Background: an optimization exercise with open tools, aiming at small area and few clock cycles per item. Do not read the settings as production practice.
The RTL was checked by simulation tests, not by an equivalence proof against the original design.
Power figures rest on the tool's default switching activity, not on a simulated workload.

### flow/flow/run.sh
#!/bin/bash
# The standard layout (the standard.sh), with the ports buffered by the
# smallest buffer cell instead of ORFS's default choice.
set -euo pipefail
export BUFFER_PORTS_ARGS="-buffer_cell sky130_fd_sc_hd__buf_1"
bash standard.sh > standard_flow.log 2>&1
### flow/standard.sh
#!/bin/bash
# synth_recipe.tcl (not shown) runs the flow's synth.tcl, then flattens the netlist and writes it again
# the make line also repeats each setting of config.mk as NAME=value (left out here)
make -C /OpenROAD-flow-scripts/flow DESIGN_CONFIG=/design/flow/config.mk WORK_HOME=/design/flow/orfs CLKGATE_MAP_FILE= SYNTH_SCRIPT=/design/flow/synth_recipe.tcl "${@:-finish}"
### flow/config.mk
export PLATFORM = sky130hd
export DESIGN_NAME = ax5031_qunit
export DESIGN_NICKNAME = ax5031_qunit
export VERILOG_FILES = /design/flow/design.v
export SDC_FILE = /design/flow/constraint.sdc
export NUM_CORES = 4
export LEC_CHECK = 0
export CAP_MARGIN = 20
export CORE_MARGIN = 2
export CORE_UTILIZATION = 40
export CTS_BUF_LIST = sky130_fd_sc_hd__clkbuf_4
export CTS_CLUSTER_DIAMETER = 60
export CTS_CLUSTER_SIZE = 6
export GPL_TIMING_DRIVEN = 0
export PLACE_DENSITY = 0.6
export SLEW_MARGIN = 20
export SYNTH_HIERARCHICAL = 1
export SYNTH_MINIMUM_KEEP_SIZE = 0
### flow/constraint.sdc
create_clock -name core_clock -period 10.0 [get_ports {clk}]
set_input_delay 2.0000 -clock core_clock [delete_from_list [all_inputs] [get_ports {clk}]]
set_output_delay 2.0000 -clock core_clock [all_outputs]
set_load 0.01 [all_outputs]
### flow/design.v
module ax5031_qunit (
    input  wire        clk,
    input  wire        rst,
    input  wire        in_valid,
    output wire        in_ready,
    input  wire [31:0] in_v,
    output reg         out_valid,
    input  wire        out_ready,
    output wire [32:0] out_q
);
    wire [31:0] nv = ~in_v;
    wire [32:0] q;
    reg  [32:0] q_r;
    assign in_ready = !out_valid || out_ready;
    assign out_q    = q_r;
    always @(posedge clk) begin
        if (rst)
            out_valid <= 1'b0;
        else if (in_ready)
            out_valid <= in_valid;
        if (in_ready && in_valid)
            q_r <= q;
    end
    wire w1, w2;
    qha p3h1 (.a(in_v[1]), .b(in_v[0]), .s(w1), .co(w2));
    wire w3, w4;
    qfa p3f1 (.a(in_v[2]), .b(in_v[1]), .c(w2), .s(w3), .co(w4));
    wire w5, w6;
    qfa p3f2 (.a(in_v[3]), .b(in_v[2]), .c(w4), .s(w5), .co(w6));
    wire w7, w8;
    qfa p3f3 (.a(in_v[4]), .b(in_v[3]), .c(w6), .s(w7), .co(w8));
    wire w9, w10;
    qfa p3f4 (.a(in_v[5]), .b(in_v[4]), .c(w8), .s(w9), .co(w10));
    wire w11, w12;
    qfa p3f5 (.a(in_v[6]), .b(in_v[5]), .c(w10), .s(w11), .co(w12));
    wire w13, w14;
    qha p3h2 (.a(in_v[7]), .b(in_v[6]), .s(w13), .co(w14));
    wire w15, w16;
    qfa p3f6 (.a(in_v[8]), .b(in_v[7]), .c(w14), .s(w15), .co(w16));
    wire w17, w18;
    qfa p3f7 (.a(in_v[9]), .b(in_v[8]), .c(w16), .s(w17), .co(w18));
    wire w19, w20;
    qfa p3f8 (.a(in_v[10]), .b(in_v[9]), .c(w18), .s(w19), .co(w20));
    wire w21, w22;
    qfa p3f9 (.a(in_v[11]), .b(in_v[10]), .c(w20), .s(w21), .co(w22));
    wire w23, w24;
    qha p3h3 (.a(in_v[12]), .b(in_v[11]), .s(w23), .co(w24));
    wire w25, w26;
    qfa p3f10 (.a(in_v[13]), .b(in_v[12]), .c(w24), .s(w25), .co(w26));
    wire w27, w28;
    qfa p3f11 (.a(in_v[14]), .b(in_v[13]), .c(w26), .s(w27), .co(w28));
    wire w29, w30;
    qfa p3f12 (.a(in_v[15]), .b(in_v[14]), .c(w28), .s(w29), .co(w30));
    wire w31, w32;
    qfa p3f13 (.a(in_v[16]), .b(in_v[15]), .c(w30), .s(w31), .co(w32));
    wire w33, w34;
    qfa p3f14 (.a(in_v[17]), .b(in_v[16]), .c(w32), .s(w33), .co(w34));
    wire w35, w36;
    qha p3h4 (.a(in_v[18]), .b(in_v[17]), .s(w35), .co(w36));
    wire w37, w38;
    qfa p3f15 (.a(in_v[19]), .b(in_v[18]), .c(w36), .s(w37), .co(w38));
    wire w39, w40;
    qfa p3f16 (.a(in_v[20]), .b(in_v[19]), .c(w38), .s(w39), .co(w40));
    wire w41, w42;
    qfa p3f17 (.a(in_v[21]), .b(in_v[20]), .c(w40), .s(w41), .co(w42));
    wire w43, w44;
    qfa p3f18 (.a(in_v[22]), .b(in_v[21]), .c(w42), .s(w43), .co(w44));
    wire w45, w46;
    qha p3h5 (.a(in_v[23]), .b(in_v[22]), .s(w45), .co(w46));
    wire w47, w48;
    qfa p3f19 (.a(in_v[24]), .b(in_v[23]), .c(w46), .s(w47), .co(w48));
    wire w49, w50;
    qfa p3f20 (.a(in_v[25]), .b(in_v[24]), .c(w48), .s(w49), .co(w50));
    wire w51, w52;
    qfa p3f21 (.a(in_v[26]), .b(in_v[25]), .c(w50), .s(w51), .co(w52));
    wire w53, w54;
    qfa p3f22 (.a(in_v[27]), .b(in_v[26]), .c(w52), .s(w53), .co(w54));
    wire w55, w56;
    qha p3h6 (.a(in_v[28]), .b(in_v[27]), .s(w55), .co(w56));
    wire w57, w58;
    qfa p3f23 (.a(in_v[29]), .b(in_v[28]), .c(w56), .s(w57), .co(w58));
    wire w59, w60;
    qfa p3f24 (.a(in_v[30]), .b(in_v[29]), .c(w58), .s(w59), .co(w60));
    wire w61, w62;
    qfa p3f25 (.a(in_v[31]), .b(in_v[30]), .c(w60), .s(w61), .co(w62));
    wire w63, w64;
    qha p3h7 (.a(in_v[31]), .b(w62), .s(w63), .co(w64));
    wire w65 = ~in_v[0];
    wire w66 = ~w1;
    wire w67 = ~w3;
    wire w68 = ~w5;
    wire w69 = ~w7;
    wire w70 = ~w9;
    wire w71 = ~w11;
    wire w72 = ~w13;
    wire w73 = ~w15;
    wire w74 = ~w17;
    wire w75 = ~w19;
    wire w76 = ~w21;
    wire w77 = ~w23;
    wire w78 = ~w25;
    wire w79 = ~w27;
    wire w80 = ~w29;
    wire w81 = ~w31;
    wire w82 = ~w33;
    wire w83 = ~w35;
    wire w84 = ~w37;
    wire w85 = ~w39;
    wire w86 = ~w41;
    wire w87 = ~w43;
    wire w88 = ~w45;
    wire w89 = ~w47;
    wire w90 = ~w49;
    wire w91 = ~w51;
    wire w92 = ~w53;
    wire w93 = ~w55;
    wire w94 = ~w57;
    wire w95 = ~w59;
    wire w96 = ~w61;
    wire w97 = ~w63;
    wire w98 = ~w64;
    wire w99 = ~w12;
    wire w100 = ~w22;
    wire w101 = ~w34;
    wire w102 = ~w44;
    wire w103 = ~w54;
    wire w104, w105;
    qfa f26 (.a(in_v[0]), .b(in_v[16]), .c(in_v[18]), .s(w104), .co(w105));
    wire w106, w107;
    qfa f27 (.a(in_v[23]), .b(in_v[26]), .c(in_v[28]), .s(w106), .co(w107));
    wire w108, w109;
    qfa f28 (.a(w104), .b(w106), .c(w78), .s(w108), .co(w109));
    wire w110, w111;
    qxnor cx1 (.a(in_v[1]), .b(in_v[17]), .y(w110));
    qor co1 (.a(in_v[1]), .b(in_v[17]), .y(w111));
    wire w112, w113;
    qfa f29 (.a(in_v[19]), .b(in_v[24]), .c(in_v[27]), .s(w112), .co(w113));
    wire w114, w115;
    qfa f30 (.a(in_v[29]), .b(w13), .c(w105), .s(w114), .co(w115));
    wire w116, w117;
    qfa f31 (.a(w107), .b(w112), .c(w110), .s(w116), .co(w117));
    wire w118, w119;
    qfa f32 (.a(w114), .b(w116), .c(w109), .s(w118), .co(w119));
    wire w120, w121;
    qfa f33 (.a(w79), .b(w118), .c(w12), .s(w120), .co(w121));
    wire w122, w123;
    qfa f34 (.a(in_v[2]), .b(in_v[18]), .c(in_v[20]), .s(w122), .co(w123));
    wire w124, w125;
    qfa f35 (.a(in_v[25]), .b(in_v[28]), .c(in_v[30]), .s(w124), .co(w125));
    wire w126, w127;
    qfa f36 (.a(w113), .b(w122), .c(w124), .s(w126), .co(w127));
    wire w128, w129;
    qfa f37 (.a(w111), .b(w15), .c(w115), .s(w128), .co(w129));
    wire w130, w131;
    qfa f38 (.a(w126), .b(w117), .c(w128), .s(w130), .co(w131));
    wire w132, w133;
    qfa f39 (.a(w119), .b(w80), .c(w130), .s(w132), .co(w133));
    wire w134, w135;
    qfa f40 (.a(in_v[3]), .b(in_v[19]), .c(in_v[21]), .s(w134), .co(w135));
    wire w136, w137;
    qfa f41 (.a(in_v[26]), .b(in_v[29]), .c(in_v[31]), .s(w136), .co(w137));
    wire w138, w139;
    qfa f42 (.a(w123), .b(w125), .c(w134), .s(w138), .co(w139));
    wire w140, w141;
    qfa f43 (.a(w136), .b(w127), .c(w138), .s(w140), .co(w141));
    wire w142, w143;
    qfa f44 (.a(w17), .b(w129), .c(w140), .s(w142), .co(w143));
    wire w144, w145;
    qfa f45 (.a(w131), .b(w142), .c(w81), .s(w144), .co(w145));
    wire w146, w147;
    qfa f46 (.a(in_v[4]), .b(in_v[20]), .c(in_v[22]), .s(w146), .co(w147));
    wire w148, w149;
    qfa f47 (.a(in_v[27]), .b(in_v[30]), .c(w135), .s(w148), .co(w149));
    wire w150, w151;
    qfa f48 (.a(w137), .b(w146), .c(w139), .s(w150), .co(w151));
    wire w152, w153;
    qfa f49 (.a(w148), .b(w141), .c(w150), .s(w152), .co(w153));
    wire w154, w155;
    qfa f50 (.a(w19), .b(w152), .c(w143), .s(w154), .co(w155));
    wire w156, w157;
    qfa f51 (.a(w154), .b(w82), .c(w145), .s(w156), .co(w157));
    wire w158, w159;
    qxnor cx2 (.a(in_v[0]), .b(in_v[5]), .y(w158));
    qor co2 (.a(in_v[0]), .b(in_v[5]), .y(w159));
    wire w160, w161;
    qfa f52 (.a(in_v[21]), .b(in_v[23]), .c(in_v[28]), .s(w160), .co(w161));
    wire w162, w163;
    qfa f53 (.a(in_v[31]), .b(w147), .c(w83), .s(w162), .co(w163));
    wire w164, w165;
    qfa f54 (.a(w160), .b(w158), .c(w149), .s(w164), .co(w165));
    wire w166, w167;
    qfa f55 (.a(w162), .b(w164), .c(w151), .s(w166), .co(w167));
    wire w168, w169;
    qfa f56 (.a(w153), .b(w166), .c(w21), .s(w168), .co(w169));
    wire w170, w171;
    qfa f57 (.a(w155), .b(w101), .c(w168), .s(w170), .co(w171));
    wire w172, w173;
    qxnor cx3 (.a(in_v[1]), .b(in_v[6]), .y(w172));
    qor co3 (.a(in_v[1]), .b(in_v[6]), .y(w173));
    wire w174, w175;
    qfa f58 (.a(in_v[22]), .b(in_v[24]), .c(in_v[29]), .s(w174), .co(w175));
    wire w176, w177;
    qfa f59 (.a(w23), .b(w161), .c(w174), .s(w176), .co(w177));
    wire w178, w179;
    qfa f60 (.a(w159), .b(w172), .c(w84), .s(w178), .co(w179));
    wire w180, w181;
    qfa f61 (.a(w163), .b(w176), .c(w165), .s(w180), .co(w181));
    wire w182, w183;
    qfa f62 (.a(w178), .b(w167), .c(w180), .s(w182), .co(w183));
    wire w184, w185;
    qfa f63 (.a(w22), .b(w182), .c(w169), .s(w184), .co(w185));
    wire w186, w187;
    qxnor cx4 (.a(in_v[2]), .b(in_v[7]), .y(w186));
    qor co4 (.a(in_v[2]), .b(in_v[7]), .y(w187));
    wire w188, w189;
    qfa f64 (.a(in_v[23]), .b(in_v[25]), .c(in_v[30]), .s(w188), .co(w189));
    wire w190, w191;
    qfa f65 (.a(w175), .b(w188), .c(w173), .s(w190), .co(w191));
    wire w192, w193;
    qfa f66 (.a(w186), .b(w25), .c(w177), .s(w192), .co(w193));
    wire w194, w195;
    qfa f67 (.a(w190), .b(w179), .c(w85), .s(w194), .co(w195));
    wire w196, w197;
    qfa f68 (.a(w192), .b(w181), .c(w194), .s(w196), .co(w197));
    wire w198, w199;
    qfa f69 (.a(w183), .b(w196), .c(w185), .s(w198), .co(w199));
    wire w200, w201;
    qfa f70 (.a(nv[0]), .b(in_v[3]), .c(in_v[8]), .s(w200), .co(w201));
    wire w202, w203;
    qfa f71 (.a(in_v[24]), .b(in_v[26]), .c(in_v[31]), .s(w202), .co(w203));
    wire w204, w205;
    qfa f72 (.a(w189), .b(w200), .c(w202), .s(w204), .co(w205));
    wire w206, w207;
    qfa f73 (.a(w187), .b(w191), .c(w204), .s(w206), .co(w207));
    wire w208, w209;
    qfa f74 (.a(w27), .b(w193), .c(w206), .s(w208), .co(w209));
    wire w210, w211;
    qfa f75 (.a(w86), .b(w195), .c(w208), .s(w210), .co(w211));
    wire w212, w213;
    qfa f76 (.a(w197), .b(w210), .c(w199), .s(w212), .co(w213));
    wire w214, w215;
    qfa f77 (.a(nv[1]), .b(in_v[4]), .c(in_v[9]), .s(w214), .co(w215));
    wire w216, w217;
    qfa f78 (.a(in_v[25]), .b(in_v[27]), .c(w201), .s(w216), .co(w217));
    wire w218, w219;
    qfa f79 (.a(w203), .b(w214), .c(w205), .s(w218), .co(w219));
    wire w220, w221;
    qfa f80 (.a(w216), .b(w207), .c(w218), .s(w220), .co(w221));
    wire w222, w223;
    qfa f81 (.a(w29), .b(w220), .c(w209), .s(w222), .co(w223));
    wire w224, w225;
    qfa f82 (.a(w87), .b(w211), .c(w222), .s(w224), .co(w225));
    wire w226, w227;
    qxnor cx5 (.a(nv[2]), .b(in_v[5]), .y(w226));
    qor co5 (.a(nv[2]), .b(in_v[5]), .y(w227));
    wire w228, w229;
    qfa f83 (.a(in_v[10]), .b(in_v[26]), .c(in_v[28]), .s(w228), .co(w229));
    wire w230, w231;
    qfa f84 (.a(w215), .b(w88), .c(w228), .s(w230), .co(w231));
    wire w232, w233;
    qfa f85 (.a(w226), .b(w217), .c(w230), .s(w232), .co(w233));
    wire w234, w235;
    qfa f86 (.a(w219), .b(w232), .c(w221), .s(w234), .co(w235));
    wire w236, w237;
    qfa f87 (.a(w31), .b(w102), .c(w223), .s(w236), .co(w237));
    wire w238, w239;
    qfa f88 (.a(w234), .b(w225), .c(w236), .s(w238), .co(w239));
    wire w240, w241;
    qfa f89 (.a(nv[3]), .b(in_v[6]), .c(in_v[11]), .s(w240), .co(w241));
    wire w242, w243;
    qfa f90 (.a(in_v[27]), .b(in_v[29]), .c(w65), .s(w242), .co(w243));
    wire w244, w245;
    qfa f91 (.a(w229), .b(w240), .c(w227), .s(w244), .co(w245));
    wire w246, w247;
    qfa f92 (.a(w242), .b(w89), .c(w231), .s(w246), .co(w247));
    wire w248, w249;
    qfa f93 (.a(w244), .b(w233), .c(w246), .s(w248), .co(w249));
    wire w250, w251;
    qfa f94 (.a(w248), .b(w235), .c(w33), .s(w250), .co(w251));
    wire w252, w253;
    qfa f95 (.a(w237), .b(w250), .c(w239), .s(w252), .co(w253));
    wire w254, w255;
    qfa f96 (.a(nv[4]), .b(in_v[7]), .c(in_v[12]), .s(w254), .co(w255));
    wire w256, w257;
    qfa f97 (.a(in_v[28]), .b(in_v[30]), .c(w35), .s(w256), .co(w257));
    wire w258, w259;
    qfa f98 (.a(w241), .b(w66), .c(w254), .s(w258), .co(w259));
    wire w260, w261;
    qfa f99 (.a(w243), .b(w256), .c(w245), .s(w260), .co(w261));
    wire w262, w263;
    qfa f100 (.a(w258), .b(w90), .c(w247), .s(w262), .co(w263));
    wire w264, w265;
    qfa f101 (.a(w260), .b(w249), .c(w262), .s(w264), .co(w265));
    wire w266, w267;
    qfa f102 (.a(w264), .b(w34), .c(w251), .s(w266), .co(w267));
    wire w268, w269;
    qfa f103 (.a(nv[5]), .b(in_v[8]), .c(in_v[13]), .s(w268), .co(w269));
    wire w270, w271;
    qfa f104 (.a(in_v[29]), .b(in_v[31]), .c(w255), .s(w270), .co(w271));
    wire w272, w273;
    qfa f105 (.a(w268), .b(w37), .c(w257), .s(w272), .co(w273));
    wire w274, w275;
    qfa f106 (.a(w67), .b(w259), .c(w270), .s(w274), .co(w275));
    wire w276, w277;
    qfa f107 (.a(w272), .b(w261), .c(w274), .s(w276), .co(w277));
    wire w278, w279;
    qfa f108 (.a(w91), .b(w263), .c(w276), .s(w278), .co(w279));
    wire w280, w281;
    qfa f109 (.a(w265), .b(w278), .c(w267), .s(w280), .co(w281));
    wire w282, w283;
    qfa f110 (.a(nv[6]), .b(in_v[9]), .c(in_v[14]), .s(w282), .co(w283));
    wire w284, w285;
    qfa f111 (.a(in_v[30]), .b(w269), .c(w282), .s(w284), .co(w285));
    wire w286, w287;
    qfa f112 (.a(w271), .b(w284), .c(w273), .s(w286), .co(w287));
    wire w288, w289;
    qfa f113 (.a(w39), .b(w68), .c(w275), .s(w288), .co(w289));
    wire w290, w291;
    qfa f114 (.a(w286), .b(w277), .c(w288), .s(w290), .co(w291));
    wire w292, w293;
    qfa f115 (.a(w92), .b(w279), .c(w290), .s(w292), .co(w293));
    wire w294, w295;
    qxnor cx6 (.a(nv[7]), .b(in_v[10]), .y(w294));
    qor co6 (.a(nv[7]), .b(in_v[10]), .y(w295));
    wire w296, w297;
    qfa f116 (.a(in_v[15]), .b(in_v[31]), .c(w283), .s(w296), .co(w297));
    wire w298, w299;
    qfa f117 (.a(w93), .b(w294), .c(w285), .s(w298), .co(w299));
    wire w300, w301;
    qfa f118 (.a(w296), .b(w298), .c(w287), .s(w300), .co(w301));
    wire w302, w303;
    qfa f119 (.a(w41), .b(w69), .c(w289), .s(w302), .co(w303));
    wire w304, w305;
    qfa f120 (.a(w103), .b(w300), .c(w291), .s(w304), .co(w305));
    wire w306, w307;
    qfa f121 (.a(w302), .b(w293), .c(w304), .s(w306), .co(w307));
    wire w308, w309;
    qfa f122 (.a(nv[8]), .b(in_v[11]), .c(in_v[16]), .s(w308), .co(w309));
    wire w310, w311;
    qfa f123 (.a(w308), .b(w295), .c(w297), .s(w310), .co(w311));
    wire w312, w313;
    qfa f124 (.a(w94), .b(w310), .c(w299), .s(w312), .co(w313));
    wire w314, w315;
    qfa f125 (.a(w312), .b(w301), .c(w43), .s(w314), .co(w315));
    wire w316, w317;
    qfa f126 (.a(w70), .b(w303), .c(w314), .s(w316), .co(w317));
    wire w318, w319;
    qfa f127 (.a(w305), .b(w316), .c(w307), .s(w318), .co(w319));
    wire w320, w321;
    qxnor cx7 (.a(nv[0]), .b(nv[9]), .y(w320));
    qor co7 (.a(nv[0]), .b(nv[9]), .y(w321));
    wire w322, w323;
    qfa f128 (.a(in_v[12]), .b(in_v[17]), .c(w45), .s(w322), .co(w323));
    wire w324, w325;
    qfa f129 (.a(w309), .b(w320), .c(w322), .s(w324), .co(w325));
    wire w326, w327;
    qfa f130 (.a(w311), .b(w95), .c(w324), .s(w326), .co(w327));
    wire w328, w329;
    qfa f131 (.a(w313), .b(w326), .c(w44), .s(w328), .co(w329));
    wire w330, w331;
    qfa f132 (.a(w328), .b(w315), .c(w71), .s(w330), .co(w331));
    wire w332, w333;
    qfa f133 (.a(w317), .b(w330), .c(w319), .s(w332), .co(w333));
    wire w334, w335;
    qfa f134 (.a(nv[1]), .b(nv[10]), .c(in_v[13]), .s(w334), .co(w335));
    wire w336, w337;
    qfa f135 (.a(in_v[18]), .b(w72), .c(w334), .s(w336), .co(w337));
    wire w338, w339;
    qfa f136 (.a(w321), .b(w47), .c(w323), .s(w338), .co(w339));
    wire w340, w341;
    qfa f137 (.a(w336), .b(w325), .c(w338), .s(w340), .co(w341));
    wire w342, w343;
    qfa f138 (.a(w96), .b(w327), .c(w340), .s(w342), .co(w343));
    wire w344, w345;
    qfa f139 (.a(w342), .b(w329), .c(w99), .s(w344), .co(w345));
    wire w346, w347;
    qfa f140 (.a(w344), .b(w331), .c(w333), .s(w346), .co(w347));
    wire w348, w349;
    qxnor cx8 (.a(nv[2]), .b(nv[11]), .y(w348));
    qor co8 (.a(nv[2]), .b(nv[11]), .y(w349));
    wire w350, w351;
    qfa f141 (.a(in_v[14]), .b(in_v[19]), .c(w335), .s(w350), .co(w351));
    wire w352, w353;
    qfa f142 (.a(w348), .b(w73), .c(w337), .s(w352), .co(w353));
    wire w354, w355;
    qfa f143 (.a(w350), .b(w339), .c(w49), .s(w354), .co(w355));
    wire w356, w357;
    qfa f144 (.a(w352), .b(w341), .c(w354), .s(w356), .co(w357));
    wire w358, w359;
    qfa f145 (.a(w97), .b(w343), .c(w356), .s(w358), .co(w359));
    wire w360, w361;
    qfa f146 (.a(w358), .b(w345), .c(w347), .s(w360), .co(w361));
    wire w362, w363;
    qxnor cx9 (.a(nv[3]), .b(nv[12]), .y(w362));
    qor co9 (.a(nv[3]), .b(nv[12]), .y(w363));
    wire w364, w365;
    qfa f147 (.a(in_v[15]), .b(in_v[20]), .c(w349), .s(w364), .co(w365));
    wire w366, w367;
    qfa f148 (.a(w362), .b(w351), .c(w364), .s(w366), .co(w367));
    wire w368, w369;
    qfa f149 (.a(w74), .b(w353), .c(w366), .s(w368), .co(w369));
    wire w370, w371;
    qfa f150 (.a(w51), .b(w355), .c(w98), .s(w370), .co(w371));
    wire w372, w373;
    qfa f151 (.a(w368), .b(w357), .c(w370), .s(w372), .co(w373));
    wire w374, w375;
    qfa f152 (.a(w359), .b(w372), .c(w361), .s(w374), .co(w375));
    wire w376, w377;
    qfa f153 (.a(nv[4]), .b(nv[13]), .c(in_v[16]), .s(w376), .co(w377));
    wire w378, w379;
    qfa f154 (.a(in_v[21]), .b(w376), .c(w363), .s(w378), .co(w379));
    wire w380, w381;
    qfa f155 (.a(w365), .b(w378), .c(w367), .s(w380), .co(w381));
    wire w382, w383;
    qfa f156 (.a(w75), .b(w369), .c(w380), .s(w382), .co(w383));
    wire w384, w385;
    qfa f157 (.a(w53), .b(w371), .c(w382), .s(w384), .co(w385));
    wire w386, w387;
    qfa f158 (.a(w373), .b(w384), .c(w375), .s(w386), .co(w387));
    wire w388, w389;
    qxnor cx10 (.a(nv[5]), .b(nv[14]), .y(w388));
    qor co10 (.a(nv[5]), .b(nv[14]), .y(w389));
    wire w390, w391;
    qfa f159 (.a(in_v[17]), .b(in_v[22]), .c(w55), .s(w390), .co(w391));
    wire w392, w393;
    qfa f160 (.a(w377), .b(w388), .c(w390), .s(w392), .co(w393));
    wire w394, w395;
    qfa f161 (.a(w379), .b(w392), .c(w381), .s(w394), .co(w395));
    wire w396, w397;
    qfa f162 (.a(w54), .b(w76), .c(w383), .s(w396), .co(w397));
    wire w398, w399;
    qfa f163 (.a(w394), .b(w385), .c(w396), .s(w398), .co(w399));
    wire w400, w401;
    qfa f164 (.a(nv[6]), .b(nv[15]), .c(in_v[18]), .s(w400), .co(w401));
    wire w402, w403;
    qfa f165 (.a(in_v[23]), .b(w77), .c(w400), .s(w402), .co(w403));
    wire w404, w405;
    qfa f166 (.a(w389), .b(w57), .c(w391), .s(w404), .co(w405));
    wire w406, w407;
    qfa f167 (.a(w402), .b(w393), .c(w404), .s(w406), .co(w407));
    wire w408, w409;
    qfa f168 (.a(w406), .b(w100), .c(w395), .s(w408), .co(w409));
    wire w410, w411;
    qfa f169 (.a(w397), .b(w408), .c(w399), .s(w410), .co(w411));
    wire w412, w413;
    qxnor cx11 (.a(nv[7]), .b(nv[16]), .y(w412));
    qor co11 (.a(nv[7]), .b(nv[16]), .y(w413));
    wire w414, w415;
    qfa f170 (.a(in_v[19]), .b(in_v[24]), .c(w401), .s(w414), .co(w415));
    wire w416, w417;
    qfa f171 (.a(w412), .b(w78), .c(w403), .s(w416), .co(w417));
    wire w418, w419;
    qfa f172 (.a(w414), .b(w405), .c(w59), .s(w418), .co(w419));
    wire w420, w421;
    qfa f173 (.a(w416), .b(w407), .c(w418), .s(w420), .co(w421));
    wire w422, w423;
    qfa f174 (.a(w420), .b(w409), .c(w411), .s(w422), .co(w423));
    wire w424, w425;
    qxnor cx12 (.a(nv[8]), .b(nv[17]), .y(w424));
    qor co12 (.a(nv[8]), .b(nv[17]), .y(w425));
    wire w426, w427;
    qfa f175 (.a(in_v[20]), .b(in_v[25]), .c(w413), .s(w426), .co(w427));
    wire w428, w429;
    qfa f176 (.a(w424), .b(w415), .c(w426), .s(w428), .co(w429));
    wire w430, w431;
    qfa f177 (.a(w79), .b(w417), .c(w428), .s(w430), .co(w431));
    wire w432, w433;
    qfa f178 (.a(w61), .b(w419), .c(w430), .s(w432), .co(w433));
    wire w434, w435;
    qfa f179 (.a(w421), .b(w432), .c(w423), .s(w434), .co(w435));
    wire w436, w437;
    qxnor cx13 (.a(nv[9]), .b(nv[18]), .y(w436));
    qor co13 (.a(nv[9]), .b(nv[18]), .y(w437));
    wire w438, w439;
    qfa f180 (.a(in_v[21]), .b(in_v[26]), .c(w425), .s(w438), .co(w439));
    wire w440, w441;
    qfa f181 (.a(w436), .b(w427), .c(w438), .s(w440), .co(w441));
    wire w442, w443;
    qfa f182 (.a(w429), .b(w440), .c(w80), .s(w442), .co(w443));
    wire w444, w445;
    qfa f183 (.a(w431), .b(w63), .c(w442), .s(w444), .co(w445));
    wire w446, w447;
    qfa f184 (.a(w433), .b(w444), .c(w435), .s(w446), .co(w447));
    wire w448, w449;
    qxnor cx14 (.a(nv[10]), .b(nv[19]), .y(w448));
    qor co14 (.a(nv[10]), .b(nv[19]), .y(w449));
    wire w450, w451;
    qfa f185 (.a(in_v[22]), .b(in_v[27]), .c(w437), .s(w450), .co(w451));
    wire w452, w453;
    qfa f186 (.a(w448), .b(w439), .c(w450), .s(w452), .co(w453));
    wire w454, w455;
    qfa f187 (.a(w441), .b(w452), .c(w64), .s(w454), .co(w455));
    wire w456, w457;
    qfa f188 (.a(w81), .b(w443), .c(w454), .s(w456), .co(w457));
    wire w458, w459;
    qfa f189 (.a(w445), .b(w456), .c(w447), .s(w458), .co(w459));
    wire w460, w461;
    qxnor cx15 (.a(nv[11]), .b(nv[20]), .y(w460));
    qor co15 (.a(nv[11]), .b(nv[20]), .y(w461));
    wire w462, w463;
    qfa f190 (.a(in_v[23]), .b(in_v[28]), .c(w449), .s(w462), .co(w463));
    wire w464, w465;
    qfa f191 (.a(w460), .b(w451), .c(w462), .s(w464), .co(w465));
    wire w466, w467;
    qfa f192 (.a(w453), .b(w464), .c(w455), .s(w466), .co(w467));
    wire w468, w469;
    qfa f193 (.a(w82), .b(w457), .c(w466), .s(w468), .co(w469));
    wire w470, w471;
    qfa f194 (.a(nv[12]), .b(nv[21]), .c(in_v[24]), .s(w470), .co(w471));
    wire w472, w473;
    qfa f195 (.a(in_v[29]), .b(w83), .c(w470), .s(w472), .co(w473));
    wire w474, w475;
    qfa f196 (.a(w461), .b(w463), .c(w472), .s(w474), .co(w475));
    wire w476, w477;
    qfa f197 (.a(w465), .b(w474), .c(w101), .s(w476), .co(w477));
    wire w478, w479;
    qfa f198 (.a(w467), .b(w476), .c(w469), .s(w478), .co(w479));
    wire w480, w481;
    qxnor cx16 (.a(nv[13]), .b(nv[22]), .y(w480));
    qor co16 (.a(nv[13]), .b(nv[22]), .y(w481));
    wire w482, w483;
    qfa f199 (.a(in_v[25]), .b(in_v[30]), .c(w471), .s(w482), .co(w483));
    wire w484, w485;
    qfa f200 (.a(w480), .b(w84), .c(w473), .s(w484), .co(w485));
    wire w486, w487;
    qfa f201 (.a(w482), .b(w475), .c(w484), .s(w486), .co(w487));
    wire w488, w489;
    qfa f202 (.a(w486), .b(w477), .c(w479), .s(w488), .co(w489));
    wire w490, w491;
    qxnor cx17 (.a(nv[14]), .b(nv[23]), .y(w490));
    qor co17 (.a(nv[14]), .b(nv[23]), .y(w491));
    wire w492, w493;
    qfa f203 (.a(in_v[26]), .b(in_v[31]), .c(w481), .s(w492), .co(w493));
    wire w494, w495;
    qfa f204 (.a(w490), .b(w483), .c(w492), .s(w494), .co(w495));
    wire w496, w497;
    qfa f205 (.a(w85), .b(w485), .c(w494), .s(w496), .co(w497));
    wire w498, w499;
    qfa f206 (.a(w487), .b(w496), .c(w489), .s(w498), .co(w499));
    wire w500, w501;
    qxnor cx18 (.a(nv[15]), .b(nv[24]), .y(w500));
    qor co18 (.a(nv[15]), .b(nv[24]), .y(w501));
    wire w502, w503;
    qfa f207 (.a(in_v[27]), .b(w491), .c(w500), .s(w502), .co(w503));
    wire w504, w505;
    qfa f208 (.a(w493), .b(w502), .c(w495), .s(w504), .co(w505));
    wire w506, w507;
    qfa f209 (.a(w86), .b(w497), .c(w504), .s(w506), .co(w507));
    wire w508, w509;
    qxnor cx19 (.a(nv[16]), .b(nv[25]), .y(w508));
    qor co19 (.a(nv[16]), .b(nv[25]), .y(w509));
    wire w510, w511;
    qfa f210 (.a(in_v[28]), .b(w501), .c(w508), .s(w510), .co(w511));
    wire w512, w513;
    qfa f211 (.a(w503), .b(w510), .c(w505), .s(w512), .co(w513));
    wire w514, w515;
    qfa f212 (.a(w87), .b(w507), .c(w512), .s(w514), .co(w515));
    wire w516, w517;
    qfa f213 (.a(nv[17]), .b(nv[26]), .c(in_v[29]), .s(w516), .co(w517));
    wire w518, w519;
    qfa f214 (.a(w88), .b(w516), .c(w509), .s(w518), .co(w519));
    wire w520, w521;
    qfa f215 (.a(w518), .b(w511), .c(w102), .s(w520), .co(w521));
    wire w522, w523;
    qfa f216 (.a(w513), .b(w520), .c(w515), .s(w522), .co(w523));
    wire w524, w525;
    qxnor cx20 (.a(nv[18]), .b(nv[27]), .y(w524));
    qor co20 (.a(nv[18]), .b(nv[27]), .y(w525));
    wire w526, w527;
    qfa f217 (.a(in_v[30]), .b(w517), .c(w524), .s(w526), .co(w527));
    wire w528, w529;
    qfa f218 (.a(w89), .b(w519), .c(w526), .s(w528), .co(w529));
    wire w530, w531;
    qfa f219 (.a(w528), .b(w521), .c(w523), .s(w530), .co(w531));
    wire w532, w533;
    qxnor cx21 (.a(nv[19]), .b(nv[28]), .y(w532));
    qor co21 (.a(nv[19]), .b(nv[28]), .y(w533));
    wire w534, w535;
    qfa f220 (.a(in_v[31]), .b(w525), .c(w532), .s(w534), .co(w535));
    wire w536, w537;
    qfa f221 (.a(w527), .b(w534), .c(w90), .s(w536), .co(w537));
    wire w538, w539;
    qfa f222 (.a(w529), .b(w536), .c(w531), .s(w538), .co(w539));
    wire w540, w541;
    qxnor cx22 (.a(nv[20]), .b(nv[29]), .y(w540));
    qor co22 (.a(nv[20]), .b(nv[29]), .y(w541));
    wire w542, w543;
    qfa f223 (.a(w533), .b(w540), .c(w535), .s(w542), .co(w543));
    wire w544, w545;
    qfa f224 (.a(w542), .b(w91), .c(w537), .s(w544), .co(w545));
    wire w546, w547;
    qxnor cx23 (.a(nv[21]), .b(nv[30]), .y(w546));
    qor co23 (.a(nv[21]), .b(nv[30]), .y(w547));
    wire w548, w549;
    qfa f225 (.a(w541), .b(w546), .c(w543), .s(w548), .co(w549));
    wire w550, w551;
    qfa f226 (.a(w548), .b(w92), .c(w545), .s(w550), .co(w551));
    wire w552, w553;
    qfa f227 (.a(nv[22]), .b(nv[31]), .c(w93), .s(w552), .co(w553));
    wire w554, w555;
    qfa f228 (.a(w547), .b(w552), .c(w549), .s(w554), .co(w555));
    wire w556, w557;
    qfa f229 (.a(w103), .b(w554), .c(w551), .s(w556), .co(w557));
    wire w558, w559;
    qfa f230 (.a(nv[23]), .b(w94), .c(w553), .s(w558), .co(w559));
    wire w560, w561;
    qfa f231 (.a(w558), .b(w555), .c(w557), .s(w560), .co(w561));
    wire w562, w563;
    qxnor cx24 (.a(nv[24]), .b(w559), .y(w562));
    qor co24 (.a(nv[24]), .b(w559), .y(w563));
    wire w564, w565;
    qfa f232 (.a(w95), .b(w562), .c(w561), .s(w564), .co(w565));
    wire w566, w567;
    qxnor cx25 (.a(nv[25]), .b(w96), .y(w566));
    qor co25 (.a(nv[25]), .b(w96), .y(w567));
    wire w568, w569;
    qfa f233 (.a(w563), .b(w566), .c(w565), .s(w568), .co(w569));
    wire w570, w571;
    qxnor cx26 (.a(nv[26]), .b(w97), .y(w570));
    qor co26 (.a(nv[26]), .b(w97), .y(w571));
    wire w572, w573;
    qfa f234 (.a(w567), .b(w570), .c(w569), .s(w572), .co(w573));
    wire w574, w575;
    qxnor cx27 (.a(nv[27]), .b(w98), .y(w574));
    qor co27 (.a(nv[27]), .b(w98), .y(w575));
    wire w576, w577;
    qfa f235 (.a(w574), .b(w571), .c(w573), .s(w576), .co(w577));
    wire w578, w579;
    qfa f236 (.a(nv[28]), .b(w575), .c(w577), .s(w578), .co(w579));
    wire w580, w581;
    qxnor cx28 (.a(nv[29]), .b(w579), .y(w580));
    qor co28 (.a(nv[29]), .b(w579), .y(w581));
    wire w582, w583;
    qxnor cx29 (.a(nv[30]), .b(w581), .y(w582));
    qor co29 (.a(nv[30]), .b(w581), .y(w583));
    wire w584, w585;
    qxnor cx30 (.a(nv[31]), .b(w583), .y(w584));
    qor co30 (.a(nv[31]), .b(w583), .y(w585));
    wire [49:0] ra = {w585, w584, w582, w580, w578, w576, w572, w568, w564, w560, w556, w550, w544, w538, w530, w522, w514, w506, w498, w488, w478, w468, w458, w446, w434, w422, w410, w398, w386, w374, w360, w346, w332, w318, w306, w292, w280, w266, w252, w238, w224, w212, w198, w171, w157, w156, w133, w132, w120, w108};
    wire [49:0] rb = {1'b0, 1'b0, 1'b0, 1'b0, 1'b0, 1'b0, 1'b0, 1'b0, 1'b0, 1'b0, 1'b0, 1'b0, w539, 1'b0, 1'b0, 1'b0, 1'b0, w499, 1'b0, 1'b0, 1'b0, w459, 1'b0, 1'b0, 1'b0, 1'b0, 1'b0, w387, 1'b0, 1'b0, 1'b0, 1'b0, 1'b0, 1'b0, 1'b0, w281, 1'b0, w253, 1'b0, 1'b0, w213, 1'b0, 1'b0, w184, w170, 1'b0, w144, w121, 1'b0, w11};
    wire [49:0] sum;
    wire l1c0 = ra[0] & rb[0];
    wire l1c1 = ra[1] & l1c0;
    wire l1c2;
    qmaj lm1_2 (.a(ra[2]), .b(rb[2]), .c(l1c1), .y(l1c2));
    wire l1c3;
    qmaj lm1_3 (.a(ra[3]), .b(rb[3]), .c(l1c2), .y(l1c3));
    wire l1c4 = ra[4] & l1c3;
    wire l1c5;
    qmaj lm1_5 (.a(ra[5]), .b(rb[5]), .c(l1c4), .y(l1c5));
    wire l1c6;
    qmaj lm1_6 (.a(ra[6]), .b(rb[6]), .c(l1c5), .y(l1c6));
    wire l1c7 = ra[7] & l1c6;
    wire l1c8 = ra[8] & l1c7;
    wire l1c9;
    qmaj lm1_9 (.a(ra[9]), .b(rb[9]), .c(l1c8), .y(l1c9));
    wire l1c10 = ra[10] & l1c9;
    wire l1c11 = ra[11] & l1c10;
    wire l1c12;
    qmaj lm1_12 (.a(ra[12]), .b(rb[12]), .c(l1c11), .y(l1c12));
    wire l1c13 = ra[13] & l1c12;
    wire l1c14;
    qmaj lm1_14 (.a(ra[14]), .b(rb[14]), .c(l1c13), .y(l1c14));
    wire l1c15 = ra[15] & l1c14;
    wire l1c16 = ra[16] & l1c15;
    wire b2s17 = ra[17];
    wire b2s18 = ra[18];
    wire b2s19 = ra[19];
    wire b2s20 = ra[20];
    wire b2s21 = ra[21];
    wire b2s22, b2c22;
    qha bh2_22 (.a(ra[22]), .b(rb[22]), .s(b2s22), .co(b2c22));
    assign sum[17] = b2s17 ^ l1c16;
    assign sum[18] = b2s18 ^ (l1c16 & b2s17);
    wire b2p18 = b2s17 & b2s18;
    assign sum[19] = b2s19 ^ (l1c16 & b2p18);
    wire b2p19 = b2p18 & b2s19;
    assign sum[20] = b2s20 ^ (l1c16 & b2p19);
    wire b2p20 = b2p19 & b2s20;
    assign sum[21] = b2s21 ^ (l1c16 & b2p20);
    wire b2p21 = b2p20 & b2s21;
    assign sum[22] = b2s22 ^ (l1c16 & b2p21);
    wire b2p22 = b2p21 & b2s22;
    wire bc2 = b2c22 | (l1c16 & b2p22);
    wire b3s23 = ra[23];
    wire b3s24 = ra[24];
    wire b3s25 = ra[25];
    wire b3s26 = ra[26];
    wire b3s27 = ra[27];
    wire b3s28, b3c28;
    qha bh3_28 (.a(ra[28]), .b(rb[28]), .s(b3s28), .co(b3c28));
    assign sum[23] = b3s23 ^ bc2;
    assign sum[24] = b3s24 ^ (bc2 & b3s23);
    wire b3p24 = b3s23 & b3s24;
    assign sum[25] = b3s25 ^ (bc2 & b3p24);
    wire b3p25 = b3p24 & b3s25;
    assign sum[26] = b3s26 ^ (bc2 & b3p25);
    wire b3p26 = b3p25 & b3s26;
    assign sum[27] = b3s27 ^ (bc2 & b3p26);
    wire b3p27 = b3p26 & b3s27;
    assign sum[28] = b3s28 ^ (bc2 & b3p27);
    wire b3p28 = b3p27 & b3s28;
    wire bc3 = b3c28 | (bc2 & b3p28);
    wire b4s29 = ra[29];
    wire b4s30 = ra[30];
    wire b4s31 = ra[31];
    wire b4s32, b4c32;
    qha bh4_32 (.a(ra[32]), .b(rb[32]), .s(b4s32), .co(b4c32));
    assign sum[29] = b4s29 ^ bc3;
    assign sum[30] = b4s30 ^ (bc3 & b4s29);
    wire b4p30 = b4s29 & b4s30;
    assign sum[31] = b4s31 ^ (bc3 & b4p30);
    wire b4p31 = b4p30 & b4s31;
    assign sum[32] = b4s32 ^ (bc3 & b4p31);
    wire b4p32 = b4p31 & b4s32;
    wire bc4 = b4c32 | (bc3 & b4p32);
    wire b5s33 = ra[33];
    wire b5s34 = ra[34];
    wire b5s35 = ra[35];
    wire b5s36 = ra[36];
    wire b5s37, b5c37;
    qha bh5_37 (.a(ra[37]), .b(rb[37]), .s(b5s37), .co(b5c37));
    assign sum[33] = b5s33 ^ bc4;
    assign sum[34] = b5s34 ^ (bc4 & b5s33);
    wire b5p34 = b5s33 & b5s34;
    assign sum[35] = b5s35 ^ (bc4 & b5p34);
    wire b5p35 = b5p34 & b5s35;
    assign sum[36] = b5s36 ^ (bc4 & b5p35);
    wire b5p36 = b5p35 & b5s36;
    assign sum[37] = b5s37 ^ (bc4 & b5p36);
    wire b5p37 = b5p36 & b5s37;
    wire bc5 = b5c37 | (bc4 & b5p37);
    wire b6s38 = ra[38];
    wire b6s39 = ra[39];
    wire b6s40 = ra[40];
    wire b6s41 = ra[41];
    wire b6s42 = ra[42];
    wire b6s43 = ra[43];
    wire b6s44 = ra[44];
    wire b6s45 = ra[45];
    wire b6s46 = ra[46];
    wire b6s47 = ra[47];
    wire b6s48 = ra[48];
    wire b6s49 = ra[49];
    assign sum[38] = b6s38 ^ bc5;
    assign sum[39] = b6s39 ^ (bc5 & b6s38);
    wire b6p39 = b6s38 & b6s39;
    assign sum[40] = b6s40 ^ (bc5 & b6p39);
    wire b6p40 = b6p39 & b6s40;
    assign sum[41] = b6s41 ^ (bc5 & b6p40);
    wire b6p41 = b6p40 & b6s41;
    assign sum[42] = b6s42 ^ (bc5 & b6p41);
    wire b6p42 = b6p41 & b6s42;
    assign sum[43] = b6s43 ^ (bc5 & b6p42);
    wire b6p43 = b6p42 & b6s43;
    assign sum[44] = b6s44 ^ (bc5 & b6p43);
    wire b6p44 = b6p43 & b6s44;
    assign sum[45] = b6s45 ^ (bc5 & b6p44);
    wire b6p45 = b6p44 & b6s45;
    assign sum[46] = b6s46 ^ (bc5 & b6p45);
    wire b6p46 = b6p45 & b6s46;
    assign sum[47] = b6s47 ^ (bc5 & b6p46);
    wire b6p47 = b6p46 & b6s47;
    assign sum[48] = b6s48 ^ (bc5 & b6p47);
    wire b6p48 = b6p47 & b6s48;
    assign sum[49] = b6s49 ^ (bc5 & b6p48);
    wire b6p49 = b6p48 & b6s49;
    wire bc6 = bc5 & b6p49;
    assign q = ~sum[49:17];
endmodule
module qfa (input wire a, input wire b, input wire c, output wire s, output wire co);
    assign s  = a ^ b ^ c;
    assign co = (a & b) | (a & c) | (b & c);
endmodule
module qha (input wire a, input wire b, output wire s, output wire co);
    assign s  = a ^ b;
    assign co = a & b;
endmodule
module qmaj (input wire a, input wire b, input wire c, output wire y);
    assign y = (a & b) | (a & c) | (b & c);
endmodule
module qxnor (input wire a, input wire b, output wire y);
    assign y = ~(a ^ b);
endmodule
module qor (input wire a, input wire b, output wire y);
    assign y = a | b;
endmodule
==> results.txt <==
H-tree depth - 2
Die Wd - 140 µm
Peak VDD IR - 0.244 mV
Buf/Inv on CP - 2
synth warn - 7
# rows - 49
number of flops mapped to enable cells by yosys - 33
CTS root buf - clkbuf_4
synthesized cell area - 7350 µm²
Worst-Margin Slew - 1.10 ns
sequential fraction of the synthesis area - 13.8%
clock network power share - 2.4%
reg2reg start - out_valid
Period Utilization, post-route - 97.0%
status - complete, no violations
RSZ-0062 raised after global routing - false
NumNets Final - 875
syn_area_per_cell - 14.4 µm²
Yosys reg bits - 34
crit-path cells - clkdlybuf4s15_2 -> fa_1 -> fa_1 -> fa_1 -> fa_1 -> fa_1 -> fa_1 -> fa_1 -> fa_1 -> fa_1 -> fa_1 -> fa_1 -> fa_1 -> fa_1 -> ha_1 -> a41oi_4 -> o41ai_4 -> a41o_1 -> buf_6 -> nand3_1 -> xor2_1
Vias/cell - 5.12
CP Capture Type - register
HP Class - register to register
Final Max Slew Viols - 0
count leader, synth - fa_1
Post-Layout Cell Count - 818
clk slew on worst S/H paths - 0.09 ns
Die Y-Extent - 140 µm
Yosys cell types - 28
slew margin rel. - 26.4%
iteration-0 DRC count of the detailed router - 266
Most common cell on crit path - fa_1
Final Util - 44.3%
Leak - 3.07 nW
Main synth FF type - edfxtp_1
Max Fanout on Critical Path - 10
top cell type's share of synthesized area - 64.3%
Place WS - -0.367 ns
clk latency of the worst-skew pair - 0.33 ns
Inst Count DP - 809
most frequent cells after synthesis - fa_1, inv_1, xnor2_1
Final HPWL DP - 16300 µm
vias in the first global route - 5147
hold path startpoint - out_valid
Reg2Reg Depth - 2
Worst R2R End - q_r[5]
pwr dens - 374 nW/µm²
Comb power frac - 85.4%
final setup fails - 0
vias - 4191
design area - 7990 µm²
Switch Pwr - 1.43 mW
Post-Synthesis Cells - 509
core area - 18000 µm²
pin count of the biggest net entering global routing - 34
clock buffer depth - 2
ys async rst share - 0%
Area contributors post-synth - fa_1, edfxtp_1, xnor2_1, inv_1, ha_1
Routed WL - 18300 µm
Tot GR Track Use - 20.2%
layout cells sized above 1 - 5.78%
Flop pwr share - 12.2%
Worst EP arrival - 9.78 ns
delay-heaviest family, CP - adder cells
syn nets - 797
f_max - 103 MHz
Pre-antenna DRT Iters - 4
drt wl/cell - 22.4 µm
drt drc - 0
Setup WS post-layout - 0.302 ns
TNS Setup - 0 ns
DIE AREA - 19500 µm²
hold endpoint - out_valid
CTS Buf Count - 5
area of the multi-input gates - 6030 µm²
CP Launch Type - input port
Min-Delay Path Depth - 2
Internal Pwr Total - 1.57 mW
Fillers - 1701
first-pass GRT wire length - 29000 µm
sequential cell area - 1010 µm²
clock sink total - 34
RD Place Congestion - 1.01
Yosys top cell by area - fa_1
Layout area overhead - 8.77%
Sw Share - 47.6%
CTS tree - yes
Final ANT Viol Nets - 0
slowest CP cell - fa_1
placed cell area - 7920 µm²
CP Class - input port to register
initial antenna violation count - 1
Hold Violations, Final - 0
max-cap check violation count - 0
top-level port count - 71
port buffer count - 70
Worst Path Required - 10.08 ns
Initial Utilization - 40.8%
reg2reg setup slack - 8.57 ns
slowest stage delay, CP - 0.53 ns
grt total ovfl - 0
clock skew - 0.00959 ns
min cycle time layout - 9.70 ns
-- what timing repair did --
item,CTS,global route
buffers inserted,0,0
endpoints found under the setup margin,7,12
hold buffers,0,0
gates resized for setup,5,4
-- cells by family (layout without fill, tap and decap cells) --
logic type | Yosys count | count (layout) | synth area share [%]
fa+ha+maj | 259 | 259 | 68.1
simple gates | 72 | 72 | 5.82
flops | 34 | 34 | 13.8
xor+xnor | 58 | 58 | 6.91
other cells | 0 | 1 | 0
buf+inv | 80 | 159 | 4.24
compound gates | 6 | 6 | 1.19
-- tightest hold or removal path: cells and delay by family, from the launching register on --
kind,cells,cell delay (ns)
compound gates,1,0.08
flops,1,0.32
simple gates,1,0.11
-- Yosys stat by module (local to each module, per instance) --
| module | times used | cells inside |
|---|---|---|
| qmaj | 7 | 1 |
| ax5031_qunit | 1 | 195 |
| qha | 11 | 1 |
| qfa | 236 | 1 |
| qxnor | 30 | 1 |
| qor | 30 | 1 |
-- area by class of cell --
class | count | area share (%)
diodes | 1 | 0.0313
plain buffers | 2 | 0.235
clock buffers | 6 | 0.563
clock inverters | 2 | 0.125
inverters | 78 | 3.66
multi-input cells | 395 | 75.4
flip-flops and latches | 34 | 12.6
well taps | 229 | 3.58
repair buffers | 71 | 3.74
-- layout by cell type, fill, tap and decap left out, types with 2 or more instances in the layout --
master,netlist,final
fa_1,236,236
inv_1,78,78
buf_1,0,63
xnor2_1,38,38
edfxtp_1,33,33
or2_1,30,30
xor2_1,20,20
ha_1,16,16
nand3_1,10,10
nand2_1,9,9
and3_1,8,8
maj3_2,7,7
clkbuf_4,0,6
nand4_1,5,5
clkbuf_2,0,4
and3_2,2,2
and2_2,1,2
and2_1,3,2
clkinv_2,0,2
clkdlybuf4s15_2,0,2
-- worst max-delay path by stage --
stage	from	to	cells after the start
after floorplan	in_v[3]	q_r[31]	21
after global placement	in_v[28]	q_r[26]	21
after detailed placement	in_v[26]	q_r[26]	21
after CTS	in_v[4]	q_r[26]	22
after global routing	in_v[26]	q_r[31]	21
final	in_v[26]	q_r[31]	21
-- sequential cells by signal (all words and copies together), names as in the netlist --
register / cells
out_valid: 1
q_r: 33
-- routing by layer --
metal	part of all wire (%)	vias up	track usage (%)	routed length [µm]
li1	-	1717	-	-
met5	0	-	0	0
met4	2.7	0	6.16	488
met1	39	2226	26.6	7090
met2	48	213	33.5	8850
met3	10	35	5.13	1880
-- metrics by stage --
stage	hold slack, ns	power, mW
after detailed placement	0.536	2.94
after global placement	0.499	2.85
after CTS	0.550	3.02
final	0.540	2.99
after floorplan	0.593	2.32
after global routing	0.586	3.35
-- power groups by stage --
stage	Sequential (mW)	Combinational (mW)	Clock [mW]
after floorplan	0.407	1.91	0
after global placement	0.368	2.48	0
after detailed placement	0.370	2.57	0
after CTS	0.366	2.58	0.0755
after global routing	0.371	2.90	0.0822
final	0.365	2.56	0.0713
Testbench counts, summed over its fixed seeds: cycles 6,006, items 6,000.

## what the ideal ports hide
Ports are ideal in the flow. The routed layout listed here was re-timed in OpenROAD. Step 1: set_driving_cell puts a clkbuf_16 on clk and a buf_2 on each other input, an assumption about the parent block. Step 2 also shifts input and output timing later by t, the mid clock arrival at the registers, as if the neighbouring blocks saw the same clock. Three values: no drivers, after step 1, after step 2; two values: the first two.
shift t [ns]: 0.356
setup WS [ns]: 0.302 / 0.316 / -0.040
worst setup path after step 2: input to register
With both steps, setup timing fails in this run, where it was met with ideal ports. The setup slack of this run moves by +0.014 ns with the drivers and by -0.342 ns with both steps.
